Background: an optimization exercise with open tools, aiming at small area. Do not read the settings as production practice. Where RTL was checked, it was by simulation tests only, not by an equivalence proof against the original. Function not checked in run 1: the RTL went through the layout flow alone. No activity file was given, so power comes from the tool's default toggle rates.

--- flow/config.mk ---
export PLATFORM = sky130hd
export DESIGN_NAME = solar16_core
export DESIGN_NICKNAME = solar16_core
export VERILOG_FILES = /design/flow/design.v
export SDC_FILE = /design/flow/constraint.sdc
export NUM_CORES = 4
export LEC_CHECK = 0
export CAP_MARGIN = 20
export CORE_MARGIN = 2
export CORE_UTILIZATION = 40
export CTS_CLUSTER_DIAMETER = 120
export CTS_CLUSTER_SIZE = 28
export PLACE_DENSITY = 0.6
export SLEW_MARGIN = 20
--- flow/constraint.sdc ---
create_clock -name core_clock -period 10.0 [get_ports {clk}]
set_input_delay 2.0000 -clock core_clock [delete_from_list [all_inputs] [get_ports {clk}]]
set_output_delay 2.0000 -clock core_clock [all_outputs]
set_load 0.01 [all_outputs]
--- flow/design.v ---
module solar16_core (
    input  wire        clk,
    input  wire        rst,           
    input  wire [16:0] prog_len,      
    output wire        imem_req,
    output wire [15:0] imem_addr,
    input  wire        imem_ack,
    input  wire [31:0] imem_rdata,
    output wire        dmem_req,
    output wire        dmem_we,
    output wire [15:0] dmem_addr,
    output wire [7:0]  dmem_wdata,
    input  wire        dmem_ack,
    input  wire [7:0]  dmem_rdata,
    output wire        in_req,
    input  wire        in_ack,
    input  wire        in_eof,
    input  wire [20:0] in_char,
    output wire        out_valid,
    output wire [7:0]  out_data,
    output wire [1:0]  run_state,     
    output wire [2:0]  fault_cause,
    output wire [16:0] fault_pc,
    output wire [7:0]  fault_opcode,
    output wire [7:0]  fault_operand,
    output wire [16:0] pc_out,
    output wire        z_out,
    input  wire [3:0]  dbg_sel,
    output wire [15:0] dbg_reg
);
    localparam S_CLEAR = 5'd0,    
               S_FETCH = 5'd1,    
               S_FWAIT = 5'd2,    
               S_EXEC  = 5'd3,    
               S_RS    = 5'd4,    
               S_RD    = 5'd5,    
               S_CAPA  = 5'd6,    
               S_MUL   = 5'd7,    
               S_SH    = 5'd8,    
               S_MQ1   = 5'd9,    
               S_MW1   = 5'd10,
               S_MQ2   = 5'd11,   
               S_MW2   = 5'd12,
               S_INQ   = 5'd13,   
               S_INW   = 5'd14,
               S_HALT  = 5'd15,
               S_SHX   = 5'd16,   
               S_F1    = 5'd17,   
               S_F2    = 5'd18,
               S_F3    = 5'd19,
               S_F4    = 5'd20;
    localparam O_ADD = 4'd0, O_SUB = 4'd1, O_MUL = 4'd2, O_MOV = 4'd3,
               O_LD  = 4'd4, O_ST  = 4'd5, O_CLR = 4'd6, O_CMP = 4'd7,
               O_AND = 4'd8, O_NOT = 4'd9, O_OR  = 4'd10, O_XOR = 4'd11,
               O_SHL = 4'd12, O_SHR = 4'd13;
    reg [4:0]   state;
    reg [3:0]   opc;
    reg [3:0]   kr;          
    reg [3:0]   cnt;
    reg [16:0]  pc;
    reg         zf;
    reg [31:0]  ir;
    reg [255:0] ring;
    wire [15:0] A  = ir[15:0];
    wire [15:0] B  = ir[31:16];
    wire [15:0] w0 = ring[15:0];
    wire [7:0] op  = A[7:0];
    reg legal, uses1, uses2;
    always @(*) begin
        legal = 1'b1; uses1 = 1'b0; uses2 = 1'b0;
        case (op)
            8'h00, 8'h01, 8'h02, 8'h11, 8'h12, 8'h13, 8'h41, 8'h44, 8'h45:
                uses1 = 1'b1;
            8'h03, 8'h04, 8'h05, 8'h10, 8'h30, 8'h40, 8'h42, 8'h43: begin
                uses1 = 1'b1; uses2 = 1'b1;
            end
            8'h20, 8'h21, 8'h22, 8'h23, 8'hF0, 8'hFF: ;
            default: legal = 1'b0;
        endcase
    end
    wire bad1 = uses1 && (A[15:12] != 4'd0);
    wire bad2 = uses2 && (B[7:4] != 4'd0);
    wire ok   = legal && !bad1 && !bad2;
    reg [3:0] dec_opc;
    always @(*) begin
        case (op)
            8'h00, 8'h03: dec_opc = O_ADD;
            8'h01, 8'h04: dec_opc = O_SUB;
            8'h02, 8'h05: dec_opc = O_MUL;
            8'h10:        dec_opc = O_MOV;
            8'h11:        dec_opc = O_LD;
            8'h12:        dec_opc = O_ST;
            8'h13:        dec_opc = O_CLR;
            8'h30:        dec_opc = O_CMP;
            8'h40:        dec_opc = O_AND;
            8'h41:        dec_opc = O_NOT;
            8'h42:        dec_opc = O_OR;
            8'h43:        dec_opc = O_XOR;
            8'h44:        dec_opc = O_SHL;
            default:      dec_opc = O_SHR;
        endcase
    end
    wire jump = (op == 8'h20) || (op == 8'h21 && zf) || (op == 8'h22 && !zf);
    wire hit_rd = (kr == 4'd15);             
    wire hit_rs = (cnt == B[3:0]);
    wire st_rd   = (state == S_RD);
    wire st_mul  = (state == S_MUL);
    wire st_sh   = (state == S_SH);
    wire st_exec = (state == S_EXEC);
    wire is_shr  = (opc == O_SHR);
    wire [3:0] sh_lim = is_shr ? ~A[3:0] : A[3:0];
    wire sh_on = (kr < sh_lim);
    wire [3:0] kin = st_mul ? kr : (st_sh && is_shr && hit_rd) ? ~A[3:0] : 4'hF;
    wire [15:0] mask;
    genvar gi;
    generate
        for (gi = 0; gi < 16; gi = gi + 1) begin : g_mask
            assign mask[gi] = (gi <= kin);
        end
    endgenerate
    wire xw  = st_rd;                         
    wire xb  = st_mul || st_sh;               
    wire sub = st_rd && (opc == O_SUB);
    wire [15:0] bsh = {B[14:0], 1'b0};
    wire [15:0] ax = (w0 & {16{xw}}) | (bsh & {16{xb}}) | (pc[15:0] & {16{st_exec}});
    wire [15:0] ay = st_mul  ? (A & mask & {16{B[15]}}) :
                     st_sh   ? 16'd0 :
                     st_exec ? 16'd4 : (B ^ {16{sub}});
    wire        cin = sub || (state == S_MQ1) || (st_sh && is_shr && B[15]);
    wire [16:0] cy;
    wire [16:0] asum;
    assign cy[0] = cin;
    generate
        for (gi = 0; gi < 16; gi = gi + 1) begin : g_add
            assign asum[gi] = ax[gi] ^ ay[gi] ^ cy[gi];
            assign cy[gi+1] = (ax[gi] & ay[gi]) | (cy[gi] & (ax[gi] ^ ay[gi]));
        end
    endgenerate
    assign asum[16] = cy[16];
    wire [15:0] msum = (asum[15:0] & mask) | (bsh & ~mask & {16{st_mul}});
    reg [3:0] lut;
    always @(*) begin
        case (state)
            S_CLEAR:        lut = 4'b0000;
            S_RS, S_CAPA:   lut = 4'b1100;           
            S_RD: case (opc)
                O_AND:      lut = 4'b1000;
                O_OR:       lut = 4'b1110;
                O_XOR, O_CMP: lut = 4'b0110;
                O_NOT:      lut = 4'b0011;
                O_CLR:      lut = 4'b0000;
                default:    lut = 4'b1010;           
            endcase
            default:        lut = 4'b1010;           
        endcase
    end
    wire [15:0] lres = (w0 & B & {16{lut[3]}}) | (w0 & ~B & {16{lut[2]}}) |
                       (~w0 & B & {16{lut[1]}}) | (~w0 & ~B & {16{lut[0]}});
    wire [15:0] in_value = (in_eof || in_char == 21'd10) ? 16'd0 : in_char[15:0];
    wire [15:0] ext = (state == S_INW) ? in_value : {dmem_rdata, A[15:8]};
    wire use_sum = (st_rd && (opc == O_ADD || opc == O_SUB)) || st_mul ||
                   (st_sh && !(hit_rd && !is_shr)) || (state == S_MQ1) ||
                   (st_exec && !jump);
    wire use_ext = (state == S_MW1) || (state == S_MW2) || (state == S_INW);
    wire [15:0] bus = use_sum ? msum : use_ext ? ext : lres;
    wire bus_zero = (bus == 16'd0);
    wire we = (state == S_CLEAR) ||
              (hit_rd && ((st_rd && opc != O_CMP) || st_mul || st_sh));
    always @(posedge clk)
        ring <= {we ? bus : w0, ring[255:16]};
    wire pc_ok = (pc[1:0] == 2'b00) && (pc[16:2] < prog_len[16:2]);
    assign imem_req  = (state == S_FETCH) && pc_ok;
    assign imem_addr = pc[15:0];
    assign dmem_req  = (state == S_MQ1) || (state == S_MQ2);
    assign dmem_we   = (opc == O_ST);
    assign dmem_addr = B;
    assign dmem_wdata = A[7:0];
    assign in_req    = (state == S_INQ);
    assign out_valid = (state == S_MQ1) && (opc == O_ST) && (B == 16'hFF00);
    assign out_data  = A[7:0];
    wire faulted = (state == S_F1) || (state == S_F2) || (state == S_F3) || (state == S_F4);
    assign run_state   = faulted ? 2'd2 : (state == S_HALT) ? 2'd1 : 2'd0;
    assign fault_cause = (state == S_F1) ? 3'd1 : (state == S_F2) ? 3'd2 :
                         (state == S_F3) ? 3'd3 : (state == S_F4) ? 3'd4 : 3'd0;
    assign fault_pc    = faulted ? pc : 17'd0;
    assign fault_opcode  = (state == S_F1 || state == S_F4) ? A[7:0] : 8'd0;
    assign fault_operand = (state == S_F4) ? ((A[15:12] != 4'd0) ? A[15:8] : B[7:0]) : 8'd0;
    assign pc_out  = pc;
    assign z_out   = zf;
    wire [3:0] dpos = dbg_sel - cnt;
    reg [15:0] dbg_or;
    integer di;
    always @(*) begin
        dbg_or = 16'd0;
        for (di = 0; di < 16; di = di + 1)
            dbg_or = dbg_or | (ring[16 * di +: 16] & {16{dpos == di}});
    end
    assign dbg_reg = dbg_or;
    always @(posedge clk) begin
        if (rst) begin
            state <= S_CLEAR;
            cnt   <= 4'd0;
            pc    <= 17'd0;
            zf    <= 1'b0;
        end else begin
            cnt <= cnt + 4'd1;
            kr  <= st_exec ? cnt - A[11:8] : kr + 4'd1;
            if (hit_rd && ((st_rd && opc != O_MOV && opc != O_LD) || st_mul || st_sh))
                zf <= bus_zero;
            case (state)
                S_CLEAR: if (cnt == 4'd15) state <= S_FETCH;
                S_FETCH: begin
                    if (pc[1:0] != 2'b00)  state <= S_F2;
                    else if (!pc_ok)       state <= S_F3;
                    else                   state <= S_FWAIT;
                end
                S_FWAIT: if (imem_ack) begin
                    ir    <= imem_rdata;
                    state <= S_EXEC;
                end
                S_EXEC: begin
                    opc <= dec_opc;
                    if (ok && op != 8'h23)
                        pc <= {use_sum & asum[16], bus};
                    if (!legal)                state <= S_F1;
                    else if (bad1 || bad2)     state <= S_F4;
                    else case (op)
                        8'h00, 8'h01, 8'h13, 8'h41: state <= S_RD;
                        8'h02, 8'h12:               state <= S_CAPA;
                        8'h44, 8'h45:               state <= S_SHX;
                        8'h11: state <= (B == 16'hFF10) ? S_INQ : S_MQ1;
                        8'h20, 8'h21, 8'h22, 8'hFF: state <= S_FETCH;
                        8'h23: state <= S_HALT;
                        8'hF0: begin zf <= 1'b0; state <= S_FETCH; end
                        default: state <= S_RS;     
                    endcase
                end
                S_SHX: begin
                    ir[15:0] <= bus;                
                    state    <= S_CAPA;
                end
                S_RS: if (hit_rs) begin
                    ir[31:16] <= bus;
                    state     <= (opc == O_MUL) ? S_CAPA : S_RD;
                end
                S_CAPA: if (hit_rd) begin
                    if (opc == O_SHL || opc == O_SHR) ir[31:16] <= bus;
                    else                              ir[15:0]  <= bus;
                    state <= (opc == O_MUL) ? S_MUL : (opc == O_ST) ? S_MQ1 : S_SH;
                end
                S_RD:  if (hit_rd) state <= S_FETCH;
                S_MUL: begin
                    ir[31:16] <= bus;
                    if (hit_rd) state <= S_FETCH;
                end
                S_SH: begin
                    if (sh_on) ir[31:16] <= bus;
                    if (hit_rd) state <= S_FETCH;
                end
                S_MQ1: begin
                    ir[31:16] <= bus;               
                    state     <= S_MW1;
                end
                S_MW1: if (dmem_ack) begin
                    ir[15:0] <= bus;                
                    state    <= S_MQ2;
                end
                S_MQ2: state <= S_MW2;
                S_MW2: if (dmem_ack) begin
                    ir[31:16] <= bus;
                    state     <= (opc == O_LD) ? S_RD : S_FETCH;
                end
                S_INQ: state <= S_INW;
                S_INW: if (in_ack) begin
                    ir[31:16] <= bus;
                    state     <= S_RD;
                end
                default: ;   
            endcase
        end
    end
endmodule
--- flow/flow/run.sh ---
#!/bin/bash
# Standard layout, with the port buffers made of the smallest buffer cell.
set -euo pipefail
bash standard.sh 'BUFFER_PORTS_ARGS=-buffer_cell sky130_fd_sc_hd__buf_1' finish > flow_make.log 2>&1
--- flow/standard.sh ---
#!/bin/bash
# synth_recipe.tcl (not shown) runs the flow's synth.tcl, then flattens the netlist and writes it again
# the make line also repeats each setting of config.mk as NAME=value (left out here)
make -C /OpenROAD-flow-scripts/flow DESIGN_CONFIG=/design/flow/config.mk WORK_HOME=/design/flow/orfs CLKGATE_MAP_FILE= SYNTH_SCRIPT=/design/flow/synth_recipe.tcl "${@:-finish}"
==> summary.txt, run 1 <==
Power
  – Sequential fraction of design power: 49.2%
  – PwrDens: 287 nW/um^2
  – Leakage: 0.00610 uW
  – Internal: 2790 uW
  – Sw power: 1910 uW
  – Clock share of power: 16.0%
  – Comb pwr share: 34.8%
  – Max IR drop VDD: 0.197 mV
  – Sw frac: 40.7%

Hold path
  – Hold path depth: 0
  – Hold EP: ring[50]$_DFF_P_
  – Hold_sp: ring[66]$_DFF_P_
  – Min-delay worst type: flop to flop

STA
  – Final period util: 95.5%
  – Min Tclk post-route: 9.55 ns
  – Endpoints failing setup: 0
  – Slew Limit Fails: 0
  – Hold slack: 0.349 ns
  – Total negative setup slack: 0 ns
  – Slew margin rel.: 22.7%
  – Worst-Margin Slew: 1.16 ns
  – RSZ-0062 raised after global routing: no
  – Hold Fails Final Rpt: 0
  – Fmax: 105 MHz
  – Worst Clk Skew: 0.0230 ns

Global routing
  – Tot GR Track Use: 27.5%
  – Largest net degree at the start of global routing: 32
  – First-pass GRT wire length: 78.8 mm
  – Initial antenna violation count: 0
  – Vias in the first global route: 12,200
  – GR Overflow Total: 0

Routing
  – Drt first pass iters: 7
  – Post-route DRC: 0
  – DRT iter0 DRCs: 1,325
  – Final ANT Viol Nets: 0
  – Via count: 12,900
  – Routed WL per cell: 25.5 microns
  – Vias per std cell: 6.10
  – Routed WL: 54.0 mm

Placed design
  – Routability cong.: 0.979
  – DP Wirelength: 38.7 mm
  – Port Buffers: 210
  – Cells after DPL: 2,093

Clocking
  – Latest clock arrival within the worst-skew pair: 0.52 ns
  – CTS sink count: 323
  – CTS buffer count: 16
  – TritonCTS clock tree: done
  – CTS max path bufs: 3
  – Post-CTS setup buffers: 0
  – Reg clk slew, reported paths: 0.11 ns
  – Root buf cell: clkbuf_16
  – H-tree levels: 1

Layout
  – Layout cells sized above 1: 9.71%
  – Area growth, synth to finish: 12.8%
  – Final design utilization: 46.0%
  – Nets: 1,782
  – Fin cells: 2,120

Worst setup path
  – Worst R2R End: zf$_SDFF_PP0_
  – Startpoint types: flop
  – Reg2reg setup slack: 0.45 ns
  – Worst path required time: 10.39 ns
  – R2r worst-path depth: 25
  – Critical path type: flop to flop
  – Critical Path AT: 9.94 ns
  – Critical Path End Type: flop
  – Worst r2r src: opc[1]$_DFFE_PP_
  – Maximum fanout along the worst path: 5

Die
  – Core area: 35,700 sq um
  – # IOs: 213
  – Die W: 195 microns
  – Die area: 37,800 sq um
  – Die H: 195 microns
  – Initial Util: 40.7%
  – # rows: 69

Outcome
  – Status: finished clean

Yosys
  – FF+latch count, synth: 323
  – Post-synth EDFFs: 40
  – Synth unique cells: 82
  – Post-Syn Area: 14,500 sq um
  – Post-synthesis net count: 1,620
  – Yosys Warn Count: 1
  – Syn Area/Cell: 9.75 sq um
  – Post-Syn Instances: 1,489
  – Ys flop type: dfxtp_1
  – Sequential-to-total area share from yosys stat: 47.3%
  – FFs w/ async S/R, synth: 0%

Flow run
  – Max-cap violations: 0
==> cell usage in the layout, fill, tap and decap left out, types with 10 or more instances in the layout <==
| cell | instances |
|---|---|
| buf_1 | 210 |
| o211ai_1 | 14 |
| a22oi_1 | 21 |
| a211oi_1 | 11 |
| fa_1 | 18 |
| nor2_1 | 123 |
| inv_1 | 56 |
| a222oi_1 | 15 |
| buf_4 | 65 |
| nor3_1 | 34 |
| a221oi_1 | 60 |
| a2111oi_0 | 10 |
| clkbuf_16 | 17 |
| nor2b_1 | 26 |
| mux2i_1 | 22 |
| ha_1 | 25 |
| a31oi_1 | 12 |
| a21oi_1 | 86 |
| a22o_1 | 60 |
| mux2_2 | 26 |
| dfxtp_1 | 283 |
| nand4_1 | 27 |
| edfxtp_1 | 40 |
| nand2b_1 | 16 |
| nand3_1 | 31 |
| nor2_2 | 14 |
| xnor2_1 | 17 |
| xor2_1 | 21 |
| nand2_1 | 74 |
| o31ai_1 | 10 |
| nor4_1 | 20 |
| o21ai_0 | 44 |
==> metal layers <==
metal	up-vias	global-route usage [%]	wire (microns)
met2	658	46.0	25600
met1	6313	35.5	21800
met3	139	3.47	3760
met5	-	0	0
li1	5816	-	-
met4	0	12.8	2820
==> logic make-up (layout without fill, tap and decap cells) <==
group                    count (synthesis)  count (layout)  synth area share (%)
AND/OR/NAND/NOR                        433             433                  15.1
AO/OA/AOI/OAI                          411             411                  21.0
flip-flops                             323             323                  47.3
buffers and inverters                  191             360                  5.97
multiplexers                            50              50                  3.76
adder cells (fa/ha/maj)                 43              43                  4.63
XOR/XNOR                                38              38                  2.29
other                                    0               1                     0
==> metrics by stage <==
step	power (uW)	setup WS, ns	area, sq um
CTS	4650	0.292	16300
detailed placement	3890	0.335	15800
global route	4910	0.0128	16400
global placement	3880	0.355	15800
finish	4700	0.453	16400
floorplan	3130	0.528	14500
==> Yosys cell counts, types with 6 or more instances <==
master,count,area [sq um]
a2111oi_0,11,96.3
a211oi_1,12,90.1
a21o_1,8,60.1
a21oi_1,87,435
a221oi_1,60,526
a222oi_1,15,150
a22o_1,60,526
a22oi_1,21,158
a31oi_1,12,75.1
and2_1,9,56.3
buf_1,12,45.0
buf_2,15,75.1
buf_4,33,248
clkbuf_1,72,270
dfxtp_1,283,5670
edfxtp_1,40,1200
fa_1,18,360
ha_1,25,313
inv_1,56,210
mux2_2,26,293
mux2i_1,22,220
nand2_1,74,278
nand2b_1,16,100
nand3_1,31,155
nand3b_1,8,60.1
nand4_1,27,169
nor2_1,138,518
nor2b_1,26,163
nor3_1,40,200
nor3b_1,6,45.0
nor4_1,20,125
o211ai_1,14,105
o21ai_0,44,220
o22ai_1,9,56.3
o31ai_1,10,75.1
xnor2_1,17,149
xor2_1,21,184
==> critical path, cell delays in order (launching register included) <==
cell      delay [ns]
edfxtp_1        0.43
nand2b_1        0.22
or4_1           0.56
xor2_1          0.16
o21ai_0         0.12
fa_1            0.44
fa_1            0.48
fa_1            0.47
fa_1            0.46
fa_1            0.47
fa_1            0.46
fa_1            0.46
fa_1            0.47
fa_1            0.46
fa_1            0.46
fa_1            0.46
fa_1            0.46
fa_1            0.47
fa_1            0.43
inv_1           0.09
fa_1            0.21
fa_1            0.43
o41ai_2         0.38
a21oi_2         0.14
nand2b_1        0.16
o41ai_2         0.08
==> worst max-delay path by stage <==
stage                    end                   from  cells after the start  slack (ns)
2_1_floorplan  zf$_SDFF_PP0_  state[1]$_SDFFE_PP0P_                     28        0.53
3_3_place_gp   zf$_SDFF_PP0_  state[4]$_SDFFE_PP0P_                     26        0.36
3_5_place_dp   zf$_SDFF_PP0_  state[4]$_SDFFE_PP0P_                     26        0.34
4_1_cts        zf$_SDFF_PP0_  state[4]$_SDFFE_PP0P_                     26        0.29
5_1_grt        zf$_SDFF_PP0_       opc[1]$_DFFE_PP_                     25        0.01
6_report       zf$_SDFF_PP0_       opc[1]$_DFFE_PP_                     25        0.45
==> final cells by class <==
class                   instances  area, sq um
diodes                          1         2.50
clock inverters                 4         53.8
multi-input cells             975         6930
well taps                     461          577
fillers                      3484        19300
clock buffers                  21          440
inverters                      58          218
flip-flops and latches        323         6870
repair buffers                277         1300
==> flip-flops by register name, summed over array words and instances, names as in the netlist <==
register / flops
zf: 1
ring: 256
ir: 32
cnt: 4
pc: 17
state: 5
opc: 4
kr: 4
==> repair_timing <==
item                       CTS  global route
hold endpoints to repair     0             0
setup endpoints to repair    0             5
hold buffers                 0             0
gates resized for setup      0             5
==> power by group through the flow <==
stage	Sequential, uW	Combinational, uW	Clock (uW)
after CTS	2290	1600	763
after detailed placement	2310	1590	0
final	2310	1640	751
after global routing	2350	1740	810
after floorplan	2130	992	0
after global placement	2300	1580	0
==> run 2: changes to the inputs <==
--- a/flow/design.v
+++ b/flow/design.v
@@ -169,4 +169,6 @@
     always @(posedge clk)
         ring <= {we ? bus : w0, ring[255:16]};
+    always @(posedge clk)
+        kr <= st_exec ? cnt - A[11:8] : kr + 4'd1;
     wire pc_ok = (pc[1:0] == 2'b00) && (pc[16:2] < prog_len[16:2]);
     assign imem_req  = (state == S_FETCH) && pc_ok;
@@ -205,5 +207,4 @@
         end else begin
             cnt <= cnt + 4'd1;
-            kr  <= st_exec ? cnt - A[11:8] : kr + 4'd1;
             if (hit_rd && ((st_rd && opc != O_MOV && opc != O_LD) || st_mul || st_sh))
                 zf <= bus_zero;
--- a/flow/config.mk
+++ b/flow/config.mk
@@ -9,6 +9,6 @@
 export CORE_MARGIN = 2
 export CORE_UTILIZATION = 40
-export CTS_CLUSTER_DIAMETER = 120
-export CTS_CLUSTER_SIZE = 28
+export CTS_CLUSTER_DIAMETER = 110
+export CTS_CLUSTER_SIZE = 24
 export PLACE_DENSITY = 0.6
 export SLEW_MARGIN = 20
==> run 2 against run 1 <==
Against the previous run:
- cell count shrank 3.3%
- sequential share of layout area is 0.28 points higher
- global-route usage down 1.0 points
- flip-flop and latch count did not move
- still clean on timing, DRC and antenna
- sequential power shrank 4%
- combinational power shrank 6%
==> summary.txt, run 2 <==
Outcome
  – Status: finished clean

Worst setup path
  – Critical path type: flop to flop
  – Critical Path Max Stage Delay: 0.51 ns (-0.05 ns)
  – Buffers & Inverters on Critical Path: 2 (+1)
  – CP startpoint: state[3]$_SDFFE_PP0P_
  – Most frequent CP cell: fa_1
  – Critical Path AT: 9.86 ns (-0.08 ns)
  – R2r worst-path depth: 25 (unchanged)
  – Worst r2r src: state[3]$_SDFFE_PP0P_
  – Maximum fanout along the worst path: 16 (+11)
  – Slowest cell on the critical path: dfxtp_1
  – Crit path to: ir[15]$_DFFE_PP_
  – Critical Path End Type: flop
  – Startpoint types: flop
  – Worst R2R End: ir[15]$_DFFE_PP_
  – Worst path required time: 10.27 ns (-0.12 ns)
  – Crit-path leading delay family: adder cells
  – Reg2reg setup slack: 0.41 ns (-0.05 ns)
  – WP depth: 25 (unchanged)

Yosys
  – Synth area leaders: dfxtp_1, edfxtp_1, a221oi_1
  – Area leader, netlist: dfxtp_1
  – Area share of the largest cell type after synthesis: 39.7% (+0.68 points)
  – Synth top cells by count: dfxtp_1, nor2_1, clkbuf_1
  – Sequential-to-total area share from yosys stat: 47.2% (-0.12 points)
  – Ys flop type: dfxtp_1
  – Yosys Warn Count: 1 (unchanged)
  – FFs w/ async S/R, synth: 0% (unchanged)
  – Post-synthesis net count: 1,557 (-3.9%)
  – Post-Syn Area: 14,500 sq um (-0.34%)
  – Post-synth EDFFs: 36 (-10%)
  – Synth unique cells: 93 (+13%)
  – Syn Area/Cell: 10.2 sq um (+4.1%)
  – FF+latch count, synth: 323 (unchanged)
  – Most numerous cell in the Yosys netlist: dfxtp_1
  – Post-Syn Instances: 1,426 (-4.2%)

Power
  – Max IR drop VDD: 0.239 mV (+22%)
  – Leakage: 0.00610 uW (about the same)
  – PwrDens: 278 nW/um^2 (-3.0%)

Placed design
  – DP Wirelength: 37.4 mm (-3.1%)
  – Routability cong.: 0.967 (-1.2%)
  – Port Buffers: 210 (unchanged)
  – Worst slack, placed: 0.296 ns (-0.0393 ns)

Routing
  – Via count: 12,400 (-4.4%)
  – Routed WL per cell: 25.3 microns (-0.53%)
  – DRT iter0 DRCs: 1,273 (-3.9%)
  – Drt first pass iters: 11 (+4)
  – Vias per std cell: 6.03 (-1.1%)
  – Post-route DRC: 0 (unchanged)
  – Routed WL: 51.9 mm (-3.8%)
  – Final ANT Viol Nets: 0 (unchanged)

Flow run
  – Max-cap violations: 0 (unchanged)

Clocking
  – Post-CTS setup buffers: 0 (unchanged)
  – CTS max path bufs: 3 (unchanged)
  – H-tree levels: 1 (unchanged)
  – TritonCTS clock tree: done
  – Reg clk slew, reported paths: 0.10 ns (about the same)
  – CTS buffer count: 17 (+1)
  – Root buf cell: clkbuf_16
  – CTS sink count: 323 (unchanged)
  – Latest clock arrival within the worst-skew pair: 0.52 ns (about the same)
  – Hold_buf cts: 0 (unchanged)
  – Post-CTS resize count: 0 (unchanged)

Die
  – Core area: 35,600 sq um (-0.24%)
  – Initial Util: 40.7% (about the same)
  – Die area: 37,700 sq um (-0.33%)
  – Die W: 194 microns (-0.16%)
  – Die H: 194 microns (-0.16%)
  – # rows: 69 (unchanged)
  – # IOs: 213 (unchanged)

Layout
  – Fill cells: 3,477 (-0.20%)
  – Max reg flops: 256 (unchanged)
  – Top reg by flops: ring
  – Layout cells sized above 1: 10.6% (+0.86 points)
  – Area growth, synth to finish: 11.8%
  – Commonest non-fill, non-tap cells in the layout: dfxtp_1, buf_1, nor2_1
  – Largest registers: ring: 256 flops, ir: 32 flops, pc: 17 flops
  – Nets: 1,714 (-3.8%)
  – Commonest non-fill, non-tap cell in the layout: dfxtp_1
  – Ant diodes: 0 (-1)

STA
  – Hold slack: 0.343 ns (-0.00622 ns)
  – Hold Fails Final Rpt: 0 (unchanged)
  – Final period util: 95.9% (+0.46 points)
  – Slew margin rel.: 23.6% (+0.96 points)
  – Min Tclk post-route: 9.59 ns (+0.0464 ns)
  – Endpoints failing setup: 0 (unchanged)
  – Slew Limit Fails: 0 (unchanged)
  – Fmax: 104 MHz (-0.48%)
  – Worst Clk Skew: 0.0177 ns (-0.00527 ns)
  – Worst-Margin Slew: 1.14 ns (-0.0143 ns)
  – RSZ-0062 raised after global routing: no
  – Total negative setup slack: 0 ns (unchanged)
  – Setup ws final: 0.406 ns (-0.0464 ns)

Global routing
  – First-pass GRT wire length: 76.1 mm (-3.4%)
  – Tot GR Track Use: 26.5% (-1.0 points)
  – Vias in the first global route: 11,800 (-3.1%)
  – Initial antenna violation count: 1 (+1)
  – GR Overflow Total: 0 (unchanged)
  – Largest net degree at the start of global routing: 31 (-3.1%)

Hold path
  – Min-delay worst type: flop to flop
run 2: cell count changes after synthesis, sizes merged, moves of 6 or more:
| cell | previous run | this run |
|---|---|---|
| a21oi | 88 | 61 |
| clkbuf | 72 | 62 |
| mux2 | 27 | 38 |
| mux2i | 22 | 29 |
| mux4 | 1 | 7 |
| nand2 | 74 | 59 |
| nand3 | 31 | 22 |
| nand3b | 8 | 1 |
| nand4 | 27 | 21 |
| nor2 | 138 | 124 |
| nor2b | 26 | 36 |
| nor3 | 41 | 31 |
| o22ai | 9 | 18 |
run 2: worst min-delay path by stage:
stage               cells past startpoint                end  slack [ns]              start
floorplan                               0  ring[110]$_DFF_P_        0.33  ring[126]$_DFF_P_
global placement                        0  ring[125]$_DFF_P_        0.33  ring[141]$_DFF_P_
detailed placement                      0  ring[100]$_DFF_P_        0.34  ring[116]$_DFF_P_
CTS                                     0   ring[48]$_DFF_P_        0.34   ring[64]$_DFF_P_
global route                            0   ring[48]$_DFF_P_        0.35   ring[64]$_DFF_P_
finish                                  0  ring[100]$_DFF_P_        0.34  ring[116]$_DFF_P_
run 2: final cells by class:
| class | instances | area, sq um | share of cell area (%) |
|---|---|---|---|
| Clock buffer | 23 | 458 | 2.83 |
| Multi-Input combinational cell | 927 | 6920 | 42.8 |
| Sequential cell | 323 | 6830 | 42.2 |
| Tap cell | 461 | 577 | 3.56 |
| Inverter | 53 | 199 | 1.23 |
| Timing Repair Buffer | 261 | 1180 | 7.31 |
| Clock inverter | 2 | 20.0 | 0.124 |
run 2: logic make-up (layout without fill, tap and decap cells):
kind of cell	Yosys count	in the layout	share of synthesized area, %
simple gates	387	387	13.9
xor+xnor	38	38	2.30
flops	323	323	47.2
fa+ha+maj	43	43	4.65
mux	74	74	6.05
buf+inv	176	339	5.76
compound gates	385	385	20.2
run 2: worst register-to-register path, cell delays in order, from the launching register on:
cell     delay, ns
dfxtp_1       0.51
or3b_1        0.31
nor3_1        0.10
nand2_1       0.13
buf_4         0.31
o21ai_0       0.20
fa_1          0.48
fa_1          0.46
fa_1          0.46
fa_1          0.48
fa_1          0.48
fa_1          0.48
fa_1          0.46
fa_1          0.48
fa_1          0.47
fa_1          0.46
fa_1          0.46
fa_1          0.46
fa_1          0.48
fa_1          0.42
inv_1         0.09
fa_1          0.20
fa_1          0.16
nor2_1        0.04
a221o_1       0.47
mux2_2        0.31
run 2: routing by layer:
metal / share of wire [%] / GRT usage (%)
met4: 4.6 / 10.7
met1: 40 / 34.4
met5: 0.023 / 0
met3: 7.7 / 3.62
met2: 48 / 44.6
run 2: where the power goes:
part / total (uW) / internal, uW / leakage (uW) / switching, uW
Combinational: 1540 / 575 / 0.00314 / 967
Clock: 737 / 327 / 0.000233 / 410
Sequential: 2220 / 1840 / 0.00272 / 376
Total: 4500 / 2750 / 0.00610 / 1750
run 2: per-stage QoR:
step                      power, uW  cells  util (%)  instance area (sq um)
after floorplan                3060   1426         -                  14500
after global placement         3720   2023      44.1                  15700
after detailed placement       3720   2023      44.1                  15700
after CTS                      4460   2048      45.4                  16200
after global routing           4710   2050      45.5                  16200
final                          4500   2050      45.5                  16200
==> run 3: changes to the inputs <==
--- a/flow/config.mk
+++ b/flow/config.mk
@@ -8,7 +8,7 @@
 export CAP_MARGIN = 20
 export CORE_MARGIN = 2
-export CORE_UTILIZATION = 40
+export CORE_UTILIZATION = 55
 export CTS_CLUSTER_DIAMETER = 110
 export CTS_CLUSTER_SIZE = 24
-export PLACE_DENSITY = 0.6
+export PLACE_DENSITY = 0.7
 export SLEW_MARGIN = 20
==> run 3 against run 2 <==
Against the previous run:
- non-clock buffer count decreased by 3
- cell count shrank 6.3%
- highest routed layer is now met4
- first-iteration DRC count grew 23%
- total power fell by 1.3%
- core utilization up 16 points
- combinational power about the same
- synthesized area unchanged
- sequential share of layout area is 0.51 points higher
- count of clock-buffer cells in the layout decreased by 1
- critical path type unchanged
- synthesized cell count is the same
- flip-flop and latch count unchanged
==> summary.txt, run 3 <==
Placed design
  – Port Buffers: 210 (unchanged)
  – Cells after DPL: 1,895 (-6.3%)
  – Routability cong.: 0.994 (+2.8%)
  – DP Wirelength: 35.0 mm (-6.6%)

Layout
  – Layout cells sized above 1: 10.5% (-0.036 points)
  – Commonest non-fill, non-tap cells in the layout: dfxtp_1, buf_1, nor2_1
  – Max reg flops: 256 (unchanged)
  – Fill cells: 2,283 (-34%)
  – Largest registers: ring: 256 flops, ir: 32 flops, pc: 17 flops
  – Commonest non-fill, non-tap cell in the layout: dfxtp_1
  – Area growth, synth to finish: 10.5%
  – Top reg by flops: ring
  – Nets: 1,711 (-0.18%)
  – Final design utilization: 61.5% (+16 points)
  – Fin cells: 1,921 (-6.3%)

Routing
  – Post-route DRC: 0 (unchanged)
  – Via count: 12,600 (+1.8%)
  – Drt first pass iters: 8 (-3)
  – Final ANT Viol Nets: 0 (unchanged)
  – DRT iter0 DRCs: 1,566 (+23%)
  – Vias per std cell: 6.55 (+8.6%)
  – Routed WL per cell: 25.8 microns (+1.7%)
  – Routed WL: 49.5 mm (-4.7%)

Yosys
  – Synth unique cells: 93 (unchanged)
  – Synth area leaders: dfxtp_1, edfxtp_1, a221oi_1
  – Area leader, netlist: dfxtp_1
  – Sequential-to-total area share from yosys stat: 47.2% (unchanged)
  – Ys flop type: dfxtp_1
  – Post-synthesis net count: 1,557 (unchanged)
  – Syn Area/Cell: 10.2 sq um (unchanged)
  – FF+latch count, synth: 323 (unchanged)
  – Post-Syn Area: 14,500 sq um (unchanged)
  – Post-Syn Instances: 1,426 (unchanged)
  – Synth top cells by count: dfxtp_1, nor2_1, clkbuf_1
  – Post-synth EDFFs: 36 (unchanged)
  – Yosys Warn Count: 1 (unchanged)
  – Area share of the largest cell type after synthesis: 39.7% (unchanged)
  – FFs w/ async S/R, synth: 0% (unchanged)
  – Most numerous cell in the Yosys netlist: dfxtp_1

Flow run
  – Max-cap violations: 0 (unchanged)

Power
  – PwrDens: 278 nW/um^2 (-0.16%)
  – Leakage: 0.00607 uW (-0.46%)
  – Overall power: 4440 uW (-1.3%)
  – Max IR drop VDD: 0.195 mV (-19%)

Worst setup path
  – Maximum fanout along the worst path: 21 (+5)
  – Startpoint types: flop
  – Critical path type: flop to flop
  – Critical Path End Type: flop
  – Critical Path AT: 10.03 ns (+0.17 ns)
  – Worst path required time: 10.44 ns (+0.17 ns)

STA
  – Final period util: 95.9% (about the same)
  – Total negative setup slack: 0 ns (unchanged)
  – Slew Limit Fails: 0 (unchanged)
  – Hold slack: 0.336 ns (-0.00676 ns)
  – RSZ-0062 raised after global routing: no
  – Hold Fails Final Rpt: 0 (unchanged)
  – Slew margin rel.: 23.7% (+0.040 points)
  – Endpoints failing setup: 0 (unchanged)
  – Worst Clk Skew: 0.0166 ns (-0.00113 ns)
  – Worst-Margin Slew: 1.14 ns (-0.000597 ns)
  – Min Tclk post-route: 9.59 ns (-0.00855 ns)
  – Fmax: 104 MHz (about the same)

Clocking
  – CTS buffer count: 17 (unchanged)
  – CTS sink count: 323 (unchanged)
  – Latest clock arrival within the worst-skew pair: 0.50 ns (-0.02 ns)
  – Reg clk slew, reported paths: 0.10 ns (about the same)
  – H-tree levels: 1 (unchanged)
  – Hold_buf cts: 0 (unchanged)
  – CTS max path bufs: 3 (unchanged)
  – TritonCTS clock tree: done
  – Root buf cell: clkbuf_16

Global routing
  – GR Overflow Total: 0 (unchanged)
  – Initial antenna violation count: 1 (unchanged)
  – Largest net degree at the start of global routing: 31 (unchanged)
  – First-pass GRT wire length: 74.0 mm (-2.8%)
  – Tot GR Track Use: 34.6% (+8.0 points)
  – Vias in the first global route: 12,200 (+3.6%)

Die
  – Core area: 26,000 sq um (-27%)
  – Initial Util: 55.7% (+15 points)
  – # IOs: 213 (unchanged)
  – Die W: 166 microns (-14%)
  – Die H: 166 microns (-14%)
  – Die area: 27,600 sq um (-27%)
  – # rows: 59 (-14%)

Hold path
  – Min-delay worst type: flop to flop

Outcome
  – Status: finished clean
## run 3: worst paths after layout
check | end | startpoint | slack (ns) | cells after the start
setup reg to reg | zf$_SDFF_PP0_ | state[4]$_SDFFE_PP0P_ | 0.41 | 27
hold / removal | ring[47]$_DFF_P_ | ring[63]$_DFF_P_ | 0.34 | 0
setup / recovery | zf$_SDFF_PP0_ | state[4]$_SDFFE_PP0P_ | 0.41 | 27
hold reg to reg | ring[47]$_DFF_P_ | ring[63]$_DFF_P_ | 0.34 | 0
## run 3: per-stage QoR
stage	area [sq um]	setup WS, ns
final	16000	0.415
after detailed placement	15500	0.397
after global routing	16000	0.0129
after global placement	15500	0.438
after floorplan	14500	0.447
after CTS	16000	0.360
## run 3: area by class of cell
class / instances / area [sq um] / area share [%]
well taps: 335 / 419 / 2.62
inverters: 53 / 199 / 1.24
clock buffers: 22 / 444 / 2.78
multi-input cells: 927 / 6940 / 43.4
flip-flops and latches: 323 / 6830 / 42.7
diodes: 1 / 2.50 / 0.0156
clock inverters: 2 / 16.3 / 0.102
repair buffers: 258 / 1150 / 7.18
## run 3: logic make-up (layout without fill, tap and decap cells)
kind of cell	Yosys count	in the layout	synth area share (%)
simple gates	387	387	13.9
compound gates	385	385	20.2
flops	323	323	47.2
buf+inv	176	335	5.76
mux	74	74	6.05
fa+ha+maj	43	43	4.65
xor+xnor	38	38	2.30
other cells	0	1	0
## run 3: report_power, final
part           internal [uW]  switching (uW)
sequential              1840             379
clock                    317             393
combinational            568             938
total                   2730            1710
## run 3: worst max-delay path, stage by stage, from the launching register on
cell and delay, ns:
dfxtp_1 0.33, buf_4 0.21, or3b_4 0.43, and4b_1 0.40
a32oi_1 0.23, o211ai_1 0.20, o21ai_0 0.17, fa_1 0.45
fa_1 0.49, fa_1 0.47, fa_1 0.46, fa_1 0.46
fa_1 0.47, fa_1 0.48, fa_1 0.47, fa_1 0.46
fa_1 0.46, fa_1 0.47, fa_1 0.49, fa_1 0.43
inv_1 0.09, fa_1 0.20, fa_1 0.16, nor2_1 0.05
a221o_1 0.47, nor4_1 0.26, nand4b_1 0.14, o21ai_1 0.12
## run 3: routing by layer
| metal | track usage, % | part of all wire (%) | up-vias |
|---|---|---|---|
| li1 | - | - | 5597 |
| met1 | 44.7 | 39 | 6082 |
| met2 | 55.7 | 46 | 731 |
| met3 | 5.03 | 8.4 | 171 |
| met4 | 19.7 | 6.5 | 0 |
| met5 | 0 | 0 | - |
## run 3: timing repair
action                     in CTS  in global routing
setup endpoints to repair       0                  3
resized for setup               0                  2
hold endpoints to repair        0                  0
buffers inserted                0                  1
==> run 4: changes to the inputs <==
==> flow/flow/run.sh (replaced) <==
#!/bin/bash
# Standard layout, with the port buffers made of the smallest buffer cell and
# non-critical cells downsized again after global routing.
set -euo pipefail
bash standard.sh 'BUFFER_PORTS_ARGS=-buffer_cell sky130_fd_sc_hd__buf_1' 'RECOVER_POWER=100' finish > flow_make.log 2>&1
--- a/flow/config.mk
+++ b/flow/config.mk
@@ -8,7 +8,7 @@
 export CAP_MARGIN = 20
 export CORE_MARGIN = 2
-export CORE_UTILIZATION = 55
+export CORE_UTILIZATION = 40
 export CTS_CLUSTER_DIAMETER = 110
 export CTS_CLUSTER_SIZE = 24
-export PLACE_DENSITY = 0.7
+export PLACE_DENSITY = 0.6
 export SLEW_MARGIN = 20
==> run 4 against run 3 <==
Against the previous run:
- the layout now fails its checks (max-capacitance violations, max-slew violations)
- clock skew increased by 0.0042 ns
- flip-flop and latch count unchanged
- critical path depth decreased by 2
- cell count increased by 6.7%
- critical path type unchanged
==> summary.txt, run 4 <==
STA
  – Worst-Margin Slew: 2.54 ns (+1.40 ns)
  – Hold slack: 0.340 ns (+0.00420 ns)
  – RSZ-0062 raised after global routing: no
  – Final period util: 95.7% (-0.10 points)
  – Worst Clk Skew: 0.0208 ns (+0.00418 ns)
  – Min Tclk post-route: 9.57 ns (-0.0102 ns)
  – Slew Limit Fails: 74 (+74)
  – Slew margin rel.: -71.8% (-95 points)
  – Hold Fails Final Rpt: 0 (unchanged)
  – Endpoints failing setup: 0 (unchanged)
  – Fmax: 104 MHz (+0.11%)
  – Total negative setup slack: 0 ns (unchanged)

Power
  – Leakage: 0.00602 uW (-0.88%)
  – Max IR drop VDD: 0.240 mV (+23%)
  – PwrDens: 278 nW/um^2 (about the same)

Yosys
  – Synth area leaders: dfxtp_1, edfxtp_1, a221oi_1
  – Sequential-to-total area share from yosys stat: 47.2% (unchanged)
  – Adder-cell share of the synthesized area: 4.65% (unchanged)
  – Main combinational cell family by area after synthesis: compound AO/OA/AOI/OAI gates
  – Synth unique cells: 93 (unchanged)
  – Mux cell area share after synthesis: 6.05% (unchanged)
  – Synth Area in Compound Gates: 20.2% (unchanged)
  – FFs w/ async S/R, synth: 0% (unchanged)
  – Syn Area/Cell: 10.2 sq um (unchanged)
  – Ys flop type: dfxtp_1
  – Most numerous cell in the Yosys netlist: dfxtp_1
  – Synth top cells by count: dfxtp_1, nor2_1, clkbuf_1
  – Area leader, netlist: dfxtp_1
  – Area share of the largest cell type after synthesis: 39.7% (unchanged)
  – Post-synthesis net count: 1,557 (unchanged)
  – XOR/XNOR Fraction of Synth Area: 2.30% (unchanged)
  – Yosys Warn Count: 1 (unchanged)
  – Post-Syn Area: 14,500 sq um (unchanged)
  – Simple-Gate Fraction of Synth Area: 13.9% (unchanged)
  – Post-Syn Instances: 1,426 (unchanged)
  – Post-synth EDFFs: 36 (unchanged)
  – FF+latch count, synth: 323 (unchanged)

Die
  – Core area: 35,600 sq um (+37%)
  – # IOs: 213 (unchanged)
  – # rows: 69 (+17%)
  – Die H: 194 microns (+17%)
  – Initial Util: 40.7% (-15 points)
  – Die area: 37,700 sq um (+37%)
  – Die W: 194 microns (+17%)

Clocking
  – Hold_buf cts: 0 (unchanged)
  – Latest clock arrival within the worst-skew pair: 0.52 ns (+0.02 ns)
  – Reg clk slew, reported paths: 0.10 ns (about the same)
  – Root buf cell: clkbuf_16
  – CTS buffer count: 17 (unchanged)
  – CTS max path bufs: 3 (unchanged)
  – TritonCTS clock tree: done
  – CTS sink count: 323 (unchanged)
  – H-tree levels: 1 (unchanged)

Hold path
  – Min-delay worst type: flop to flop
  – Hold_sp: ring[64]$_DFF_P_

Placed design
  – Routability cong.: 0.967 (-2.7%)
  – DP Wirelength: 37.4 mm (+7.1%)
  – Port Buffers: 210 (unchanged)

Layout
  – Area growth, synth to finish: 10.9%
  – Ant diodes: 0 (-1)
  – Commonest non-fill, non-tap cells in the layout: dfxtp_1, buf_1, nor2_1
  – Max reg flops: 256 (unchanged)
  – Commonest non-fill, non-tap cell in the layout: dfxtp_1
  – Sequential standard cell area: 6830 sq um (unchanged)
  – Fill cells: 3,509 (+54%)
  – Layout cells sized above 1: 8.75% (-1.8 points)
  – Area of the multi-input gates: 6860 sq um (-1.0%)
  – Top reg by flops: ring
  – Largest registers: ring: 256 flops, ir: 32 flops, pc: 17 flops
  – Nets: 1,714 (+0.18%)

Worst setup path
  – Most frequent CP cell: fa_1
  – Worst r2r src: state[3]$_SDFFE_PP0P_
  – Critical Path AT: 9.84 ns (-0.19 ns)
  – Crit-path leading delay family: adder cells
  – CP startpoint: state[3]$_SDFFE_PP0P_
  – Slowest cell on the critical path: or3b_1
  – Maximum fanout along the worst path: 9 (-57%)
  – Startpoint types: flop
  – Worst path required time: 10.27 ns (-0.17 ns)
  – Critical Path Max Stage Delay: 0.53 ns (+0.04 ns)
  – Buffers & Inverters on Critical Path: 2 (unchanged)
  – Critical path type: flop to flop
  – Critical Path End Type: flop

Outcome
  – Status: complete, but fails checks
  – Layout Check Fails: max-capacitance violations, max-slew violations

Routing
  – Met3 routed WL: 3.68 mm (-11%)
  – Vias per std cell: 6.00 (-8.3%)
  – Post-Route M1 WL: 21.1 mm (+9.3%)
  – Via count: 12,300 (-2.2%)
  – Drt first pass iters: 6 (-2)
  – Top Layer Used: met5
  – Final ANT Viol Nets: 0 (unchanged)
  – Metal2 WL: 24.7 mm (+8.4%)
  – Routed WL per cell: 25.3 microns (-1.8%)
  – DRT iter0 DRCs: 1,192 (-24%)
  – Post-route DRC: 0 (unchanged)
  – Routed WL: 51.9 mm (+4.8%)

Global routing
  – GR Overflow Total: 0 (unchanged)
  – Largest net degree at the start of global routing: 31 (unchanged)
  – Vias in the first global route: 11,800 (-3.5%)
  – First-pass GRT wire length: 76.1 mm (+2.9%)
  – Initial antenna violation count: 1 (unchanged)
  – Tot GR Track Use: 26.5% (-8.0 points)

Flow run
  – Max-cap violations: 5 (+5)
[run 4: kinds of logic after synthesis]
family	Yosys count
and+or+nand+nor	387
muxes	74
buffers and inverters	176
AOI/OAI and AO/OA	385
adders and majority gates	43
xor gates and xnor gates	38
DFF	323
[run 4: area by class of cell]
cell class                      instances  area share [%]
Clock buffer                           23            2.85
Clock inverter                          2           0.125
Inverter                               53            1.24
Multi-Input combinational cell        927            42.7
Sequential cell                       323            42.5
Tap cell                              461            3.59
Timing Repair Buffer                  261            6.94
[run 4: stage by stage]
stage                     utilization (%)  std cells  power [uW]  instance area [sq um]  setup slack (ns)
after floorplan                         -       1426        3060                  14500             0.447
after detailed placement             44.1       2023        3720                  15700             0.296
final                                45.1       2050        4460                  16100             0.425
after CTS                            45.4       2048        4460                  16200             0.276
after global placement               44.1       2023        3720                  15700             0.367
after global routing                 45.1       2050        4680                  16100            0.0246
[run 4: routing by layer]
layer  vias to the layer above  track usage [%]
li1                       5596                -
met1                      6027             34.4
met2                       553             44.6
met3                       128             3.62
met4                         2             10.7
met5                         -                0
[run 4: worst register-to-register path: stages (launching register included)]
cell	delay, ns
dfxtp_1	0.40
or3b_1	0.53
buf_4	0.23
a2111oi_1	0.36
o22ai_1	0.15
o211ai_1	0.19
o21ai_0	0.16
fa_1	0.45
fa_1	0.46
fa_1	0.48
fa_1	0.47
fa_1	0.48
fa_1	0.46
fa_1	0.48
fa_1	0.48
fa_1	0.46
fa_1	0.46
fa_1	0.46
fa_1	0.47
fa_1	0.42
inv_1	0.09
fa_1	0.20
fa_1	0.16
nor2_1	0.05
a221o_1	0.47
mux2_2	0.31
[run 4: worst paths after layout]
path                           end  slack (ns)  cells past startpoint
hold / removal    ring[48]$_DFF_P_        0.34                      0
setup reg to reg  ir[15]$_DFFE_PP_        0.43                     25
hold reg to reg   ring[48]$_DFF_P_        0.34                      0
setup / recovery  ir[15]$_DFFE_PP_        0.43                     25
[run 4: power breakdown]
group	internal, uW	leakage [uW]	switching, uW
Combinational	550	0.00306	953
Clock	327	0.000233	407
Sequential	1840	0.00272	377
Total	2720	0.00602	1740
[run 4: timing repair]
action | 4_1_cts | 5_1_grt
endpoints found under the setup margin | 0 | 4
setup buffers | 0 | 0
gates resized for setup | 0 | 2
==> run 5: changes to the inputs <==
==> flow/flow/run.sh (replaced) <==
#!/bin/bash
# Standard layout, with the port buffers made of the smallest buffer cell and
# the resizer kept to small signal buffers.
set -euo pipefail
T=$PWD/flow/small_bufs.tcl
bash standard.sh 'BUFFER_PORTS_ARGS=-buffer_cell sky130_fd_sc_hd__buf_1' \
  "PRE_FLOORPLAN_TCL=$T" "PRE_GLOBAL_PLACE_TCL=$T" "PRE_RESIZE_TCL=$T" \
  "PRE_REPAIR_TIMING_POST_PLACE_TCL=$T" "PRE_GLOBAL_ROUTE_TCL=$T" finish > flow_make.log 2>&1
==> flow/flow/small_bufs.tcl (new file) <==
# Keep the resizer's buffers small: signal buffers up to drive strength 2.
set_dont_use {sky130_fd_sc_hd__buf_4 sky130_fd_sc_hd__buf_6 sky130_fd_sc_hd__buf_8 sky130_fd_sc_hd__buf_12 sky130_fd_sc_hd__buf_16 sky130_fd_sc_hd__bufbuf_8 sky130_fd_sc_hd__bufbuf_16}
==> run 5 against run 4 <==
Against the previous run:
- now clean on timing, DRC and antenna
- via count rose by 0.60%
- routed wire length rose by 0.37%
- worst hold slack improved by 0.0016 ns
- clock skew rose by 0.0034 ns
- final area fell by 0.19%
- clock power rose by 2%
- total power rose by 0.23%
- global-route usage fell by 0.068 points
- combinational power barely moved
- maximum frequency rose by 0.49%
- synthesized cell count did not move
- die area did not move
- largest cell class unchanged
- highest routed layer unchanged
==> summary.txt, run 5 <==
Worst setup path
  – Reg2reg setup slack: 0.47 ns (+0.05 ns)
  – Crit-path leading delay family: adder cells
  – Critical Path Max Stage Delay: 0.48 ns (-0.05 ns)
  – Maximum fanout along the worst path: 10 (+1)
  – Worst path required time: 10.46 ns (+0.19 ns)
  – Critical path type: flop to flop
  – Startpoint types: flop
  – Critical Path AT: 9.99 ns (+0.15 ns)
  – Slowest cell on the critical path: or3b_4
  – Buffers & Inverters on Critical Path: 1 (-1)
  – Worst r2r src: state[2]$_SDFFE_PP0P_
  – CP startpoint: state[2]$_SDFFE_PP0P_
  – Critical Path End Type: flop
  – Most frequent CP cell: fa_1

Flow run
  – Max-cap violations: 0 (-5)

Clocking
  – CTS sink count: 323 (unchanged)
  – Reg clk slew, reported paths: 0.10 ns (about the same)
  – CTS buffer count: 17 (unchanged)
  – Latest clock arrival within the worst-skew pair: 0.52 ns (about the same)
  – H-tree levels: 1 (unchanged)
  – CTS max path bufs: 3 (unchanged)
  – Root buf cell: clkbuf_16
  – Hold_buf cts: 0 (unchanged)
  – TritonCTS clock tree: done
  – Post-CTS setup buffers: 0 (unchanged)

STA
  – Slew margin rel.: 23.9% (+96 points)
  – Total negative setup slack: 0 ns (unchanged)
  – Worst-Margin Slew: 1.14 ns (-1.40 ns)
  – Slew Limit Fails: 0 (-100%)
  – RSZ-0062 raised after global routing: no
  – Hold Fails Final Rpt: 0 (unchanged)
  – Worst Clk Skew: 0.0242 ns (+0.00341 ns)
  – Setup ws final: 0.472 ns (+0.0469 ns)
  – Hold slack: 0.342 ns (+0.00162 ns)
  – Fmax: 105 MHz (+0.49%)
  – Final period util: 95.3% (-0.47 points)
  – Min Tclk post-route: 9.53 ns (-0.0469 ns)
  – Endpoints failing setup: 0 (unchanged)

Routing
  – Drt first pass iters: 8 (+2)
  – Routed WL: 52.1 mm (+0.37%)
  – Vias per std cell: 6.04 (+0.65%)
  – Final ANT Viol Nets: 0 (unchanged)
  – Via count: 12,400 (+0.60%)
  – Routed WL per cell: 25.4 microns (+0.42%)
  – Post-route DRC: 0 (unchanged)
  – DRT iter0 DRCs: 1,128 (-5.4%)

Layout
  – Fin area: 16,000 sq um (-0.19%)
  – Largest registers: ring: 256 flops, ir: 32 flops, pc: 17 flops
  – Layout cells sized above 1: 8.44% (-0.30 points)
  – Commonest non-fill, non-tap cell in the layout: dfxtp_1
  – Max reg flops: 256 (unchanged)
  – Nets: 1,713 (-0.058%)
  – Commonest non-fill, non-tap cells in the layout: dfxtp_1, buf_1, nor2_1
  – Top reg by flops: ring
  – Area growth, synth to finish: 10.7%

Power
  – PwrDens: 279 nW/um^2 (+0.43%)
  – Overall power: 4470 uW (+0.23%)
  – Leakage: 0.00595 uW (-1.2%)
  – Max IR drop VDD: 0.210 mV (-12%)

Placed design
  – Port Buffers: 210 (unchanged)
  – Routability cong.: 1.00 (+3.6%)
  – DP Wirelength: 38.5 mm (+2.9%)
  – Worst slack, placed: 0.349 ns (+0.0536 ns)
  – Area of placed instances: 15,500 sq um (-1.0%)

Die
  – Die W: 194 microns (unchanged)
  – Initial Util: 40.7% (unchanged)
  – Die area: 37,700 sq um (unchanged)
  – # IOs: 213 (unchanged)
  – # rows: 69 (unchanged)
  – Core area: 35,600 sq um (unchanged)
  – Die H: 194 microns (unchanged)

Global routing
  – Vias in the first global route: 11,800 (+0.33%)
  – First-pass GRT wire length: 76.1 mm (about the same)
  – GR Overflow Total: 0 (unchanged)
  – Initial antenna violation count: 3 (+2)
  – Largest net degree at the start of global routing: 31 (unchanged)
  – Tot GR Track Use: 26.4% (-0.068 points)

Yosys
  – Synth top cells by count: dfxtp_1, nor2_1, clkbuf_1
  – FF+latch count, synth: 323 (unchanged)
  – Post-synthesis net count: 1,557 (unchanged)
  – Yosys Warn Count: 1 (unchanged)
  – Synth unique cells: 93 (unchanged)
  – Area leader, netlist: dfxtp_1
  – FFs w/ async S/R, synth: 0% (unchanged)
  – Most numerous cell in the Yosys netlist: dfxtp_1
  – Syn Area/Cell: 10.2 sq um (unchanged)
  – Post-Syn Instances: 1,426 (unchanged)
  – Synth area leaders: dfxtp_1, edfxtp_1, a221oi_1
  – Ys flop type: dfxtp_1
  – Post-Syn Area: 14,500 sq um (unchanged)
  – Area share of the largest cell type after synthesis: 39.7% (unchanged)
  – Sequential-to-total area share from yosys stat: 47.2% (unchanged)
  – Post-synth EDFFs: 36 (unchanged)

Hold path
  – Min-delay worst type: flop to flop
  – Hold_sp: ring[48]$_DFF_P_

Outcome
  – Status: finished clean
## run 5: cell counts after synthesis
No cell type changed its count.
## run 5: cell type report
class	count	area, sq um
tap	461	577
timing repair buffer	260	988
fill	3475	19500
clock inverter	2	17.5
multi-input combinational	927	6940
clock buffer	22	475
inverter	53	199
antenna	1	2.50
sequential	323	6830
## run 5: worst paths after layout
check / to / cells after the start
setup / recovery: zf$_SDFF_PP0_ / 27
hold / removal: ring[32]$_DFF_P_ / 0
setup reg to reg: zf$_SDFF_PP0_ / 27
hold reg to reg: ring[32]$_DFF_P_ / 0
## run 5: cell families after synthesis
group	Yosys count	share of synthesized area [%]
multiplexers	74	6.05
buffers and inverters	176	5.76
flip-flops	323	47.2
AND/OR/NAND/NOR	387	13.9
AO/OA/AOI/OAI	385	20.2
XOR/XNOR	38	2.30
adder cells (fa/ha/maj)	43	4.65
## run 5: where the power goes
part	leakage (uW)	internal [uW]	total [uW]	switching (uW)
sequential	0.00272	1850	2240	393
combinational	0.00298	534	1480	949
clock	0.000242	339	746	406
## run 5: repair_timing
action	in CTS	in global routing
endpoints found under the hold margin	0	0
setup endpoints to repair	0	8
resized for setup	0	7
## run 5: through the flow
| stage | std cells | utilization [%] |
|---|---|---|
| 6_report | 2049 | 45.1 |
| 2_1_floorplan | 1426 | - |
| 5_1_grt | 2048 | 45.1 |
| 4_1_cts | 2048 | 45.0 |
| 3_3_place_gp | 2024 | 43.6 |
| 3_5_place_dp | 2024 | 43.6 |
## run 5: worst reg2reg max path, delay by kind of cell (launching register included)
kind,cells,cell delay (ns)
DFF,1,0.43
AOI/OAI and AO/OA,3,0.71
and+or+nand+nor,6,1.24
buffers and inverters,1,0.09
xor gates and xnor gates,1,0.14
adders and majority gates,16,6.83
## run 5: per-layer routing
metal	vias to the layer above	part of all wire, %	track usage, %
met5	-	0.023	0
li1	5602	-	-
met4	2	5.1	11.9
met1	6072	40	33.9
met3	151	7.1	4.02
met2	553	48	44.0
==> run 6: changes to the inputs <==
--- a/flow/config.mk
+++ b/flow/config.mk
@@ -8,7 +8,7 @@
 export CAP_MARGIN = 20
 export CORE_MARGIN = 2
-export CORE_UTILIZATION = 40
+export CORE_UTILIZATION = 55
 export CTS_CLUSTER_DIAMETER = 110
 export CTS_CLUSTER_SIZE = 24
-export PLACE_DENSITY = 0.6
+export PLACE_DENSITY = 0.7
 export SLEW_MARGIN = 20
==> run 6 against run 5 <==
Against the previous run:
- via count is 1.5% higher
- core utilization is 16 points higher
- synthesized area stayed put
- largest power group unchanged
==> summary.txt, run 6 <==
Worst setup path
  – Most frequent CP cell: fa_1
  – Startpoint types: flop
  – Maximum fanout along the worst path: 9 (-1)
  – Slowest cell on the critical path: or3b_4
  – Critical Path AT: 9.84 ns (-0.15 ns)
  – Worst path required time: 10.25 ns (-0.21 ns)
  – Critical path type: flop to flop
  – Buffers & Inverters on Critical Path: 1 (unchanged)
  – Crit-path leading delay family: adder cells
  – Critical Path End Type: flop
  – Critical Path Max Stage Delay: 0.51 ns (+0.03 ns)

Flow run
  – Max-cap violations: 0 (unchanged)

Yosys
  – Area leader, netlist: dfxtp_1
  – Synth unique cells: 93 (unchanged)
  – Area share of the largest cell type after synthesis: 39.7% (unchanged)
  – Syn Area/Cell: 10.2 sq um (unchanged)
  – Post-Syn Instances: 1,426 (unchanged)
  – Yosys Warn Count: 1 (unchanged)
  – FF+latch count, synth: 323 (unchanged)
  – Ys flop type: dfxtp_1
  – Most numerous cell in the Yosys netlist: dfxtp_1
  – Sequential-to-total area share from yosys stat: 47.2% (unchanged)
  – Synth top cells by count: dfxtp_1, nor2_1, clkbuf_1
  – Synth area leaders: dfxtp_1, edfxtp_1, a221oi_1
  – Post-synthesis net count: 1,557 (unchanged)
  – Post-Syn Area: 14,500 sq um (unchanged)
  – FFs w/ async S/R, synth: 0% (unchanged)
  – Post-synth EDFFs: 36 (unchanged)

Power
  – Sw power: 1720 uW (-1.6%)
  – Max IR drop VDD: 0.220 mV (+4.7%)
  – Sw frac: 38.9% (-0.24 points)
  – PwrDens: 279 nW/um^2 (+0.20%)
  – Internal: 2700 uW (-0.59%)
  – Clock share of power: 16.4% (-0.3 points)
  – Sequential fraction of design power: 50.8% (+0.7 points)
  – Comb pwr share: 32.8% (-0.4 points)
  – Leakage: 0.00593 uW (-0.39%)

STA
  – Hold Fails Final Rpt: 0 (unchanged)
  – Endpoints failing setup: 0 (unchanged)
  – Worst-Margin Slew: 1.17 ns (+0.0327 ns)
  – Slew margin rel.: 21.7% (-2.2 points)
  – Hold slack: 0.344 ns (+0.00217 ns)
  – Worst Clk Skew: 0.0222 ns (-0.00198 ns)
  – Min Tclk post-route: 9.59 ns (+0.0621 ns)
  – Fmax: 104 MHz (-0.65%)
  – Slew Limit Fails: 0 (unchanged)
  – Final period util: 95.9% (+0.62 points)

Die
  – # IOs: 213 (unchanged)
  – Initial Util: 55.7% (+15 points)
  – Die H: 166 microns (-14%)
  – Core area: 26,000 sq um (-27%)
  – Die area: 27,600 sq um (-27%)
  – Die W: 166 microns (-14%)
  – # rows: 59 (-14%)

Clocking
  – Reg clk slew, reported paths: 0.09 ns (about the same)
  – CTS max path bufs: 3 (unchanged)
  – CTS buffer count: 17 (unchanged)
  – Latest clock arrival within the worst-skew pair: 0.51 ns (about the same)
  – CTS sink count: 323 (unchanged)
  – Post-CTS setup buffers: 0 (unchanged)
  – Root buf cell: clkbuf_16
  – TritonCTS clock tree: done
  – H-tree levels: 1 (unchanged)

Placed design
  – Area of placed instances: 15,300 sq um (-1.1%)
  – Routability cong.: 1.07 (+7.2%)
  – Port Buffers: 210 (unchanged)
  – DP Wirelength: 35.2 mm (-8.5%)
  – Cells after DPL: 1,896 (-6.3%)

Global routing
  – Tot GR Track Use: 34.1% (+7.6 points)
  – Vias in the first global route: 11,900 (+0.92%)
  – GR Overflow Total: 0 (unchanged)
  – First-pass GRT wire length: 72.8 mm (-4.4%)
  – Initial antenna violation count: 2 (-1)
  – Largest net degree at the start of global routing: 26 (-16%)

Layout
  – Layout cells sized above 1: 8.14% (-0.30 points)
  – Nets: 1,711 (-0.12%)
  – Top reg by flops: ring
  – Largest registers: ring: 256 flops, ir: 32 flops, pc: 17 flops
  – Fin area: 15,800 sq um (-1.2%)
  – Max reg flops: 256 (unchanged)
  – Fin cells: 1,922 (-6.2%)
  – Final design utilization: 61.0% (+16 points)
  – Commonest non-fill, non-tap cells in the layout: dfxtp_1, buf_1, nor2_1
  – Area growth, synth to finish: 9.42%
  – Fill cells: 2,269 (-35%)
  – Commonest non-fill, non-tap cell in the layout: dfxtp_1

Routing
  – Via count: 12,600 (+1.5%)
  – Routed WL per cell: 25.5 microns (+0.51%)
  – Final ANT Viol Nets: 0 (unchanged)
  – Vias per std cell: 6.54 (+8.2%)
  – Drt first pass iters: 8 (unchanged)
  – DRT iter0 DRCs: 1,596 (+41%)
  – Routed WL: 49.1 mm (-5.7%)
  – Post-route DRC: 0 (unchanged)

Outcome
  – Status: finished clean

Hold path
  – Min-delay worst type: flop to flop
[run 6: power by group through the flow]
stage / registers [uW] / logic [uW] / clock network (uW)
global route: 2290 / 1540 / 783
global placement: 2240 / 1380 / 0
CTS: 2230 / 1400 / 734
floorplan: 2080 / 986 / 0
finish: 2250 / 1450 / 724
detailed placement: 2250 / 1390 / 0
[run 6: cells by family after synthesis]
kind of cell / synth area share, %
and+or+nand+nor: 13.9
DFF: 47.2
xor gates and xnor gates: 2.30
buffers and inverters: 5.76
adders and majority gates: 4.65
muxes: 6.05
AOI/OAI and AO/OA: 20.2
[run 6: routing by layer]
metal  share of wire, %  global-route usage (%)  wire length, microns
met1                 39                    43.8                 19200
met4                6.4                    20.3                  3150
met2                 45                    53.6                 22100
met3                9.5                    6.58                  4680
met5                  0                       0                     0
[run 6: worst paths after layout]
check / start / cells after the start / slack (ns) / to
worst max-delay path: state[3]$_SDFFE_PP0P_ / 25 / 0.41 / ir[15]$_DFFE_PP_
worst min-delay path: ring[130]$_DFF_P_ / 0 / 0.34 / ring[114]$_DFF_P_
worst max register to register: state[3]$_SDFFE_PP0P_ / 25 / 0.41 / ir[15]$_DFFE_PP_
worst min register to register: ring[130]$_DFF_P_ / 0 / 0.34 / ring[114]$_DFF_P_
[run 6: stage by stage]
step                      setup TNS [ns]  power (uW)  setup slack [ns]
after floorplan                        0        3060             0.447
after global placement                 0        3630             0.405
after detailed placement               0        3640             0.305
after CTS                              0        4360             0.295
after global routing           -0.000844        4620         -0.000844
final                                  0        4420             0.410
[run 6: layout make-up]
class	count	area (sq um)	area share, %
clock inverters	1	16.3	0.103
multi-input cells	927	6940	43.8
repair buffers	258	977	6.17
diodes	2	5.00	0.0316
clock buffers	23	458	2.89
well taps	335	419	2.65
inverters	53	199	1.26
flip-flops and latches	323	6830	43.1
[run 6: what timing repair did]
item,CTS,global route
resized for setup,0,7
setup endpoints to repair,0,5
hold buffers,0,0

==> static timing again, ports no longer ideal <==
How much do the figures lean on ideal ports? The routed layouts below were timed once more, with nothing changed but the port constraints. Step 1: set_driving_cell puts a clkbuf_16 on clk and a buf_2 on each other input, an assumption about the parent block. Step 2 also shifts input and output timing later by t, the mid clock arrival at the registers, as if the neighbouring blocks saw the same clock. Slacks: ideal / step 1 / step 2; pairs: ideal / step 1.
run | shift t [ns] | setup WS [ns] | clock arrival spread, ns
run 1 | 0.556 | 0.453 / 0.453 / 0.453 | 0.023 / 0.023
run 2 | 0.559 | 0.406 / 0.406 / 0.406 | 0.019 / 0.018
run 3 | 0.537 | 0.415 / 0.415 / 0.415 | 0.022 / 0.022
run 4 | 0.557 | 0.425 / 0.425 / 0.425 | 0.021 / 0.021
run 5 | 0.555 | 0.472 / 0.472 / 0.472 | 0.026 / 0.026
run 6 | 0.548 | 0.410 / 0.410 / 0.410 | 0.025 / 0.025
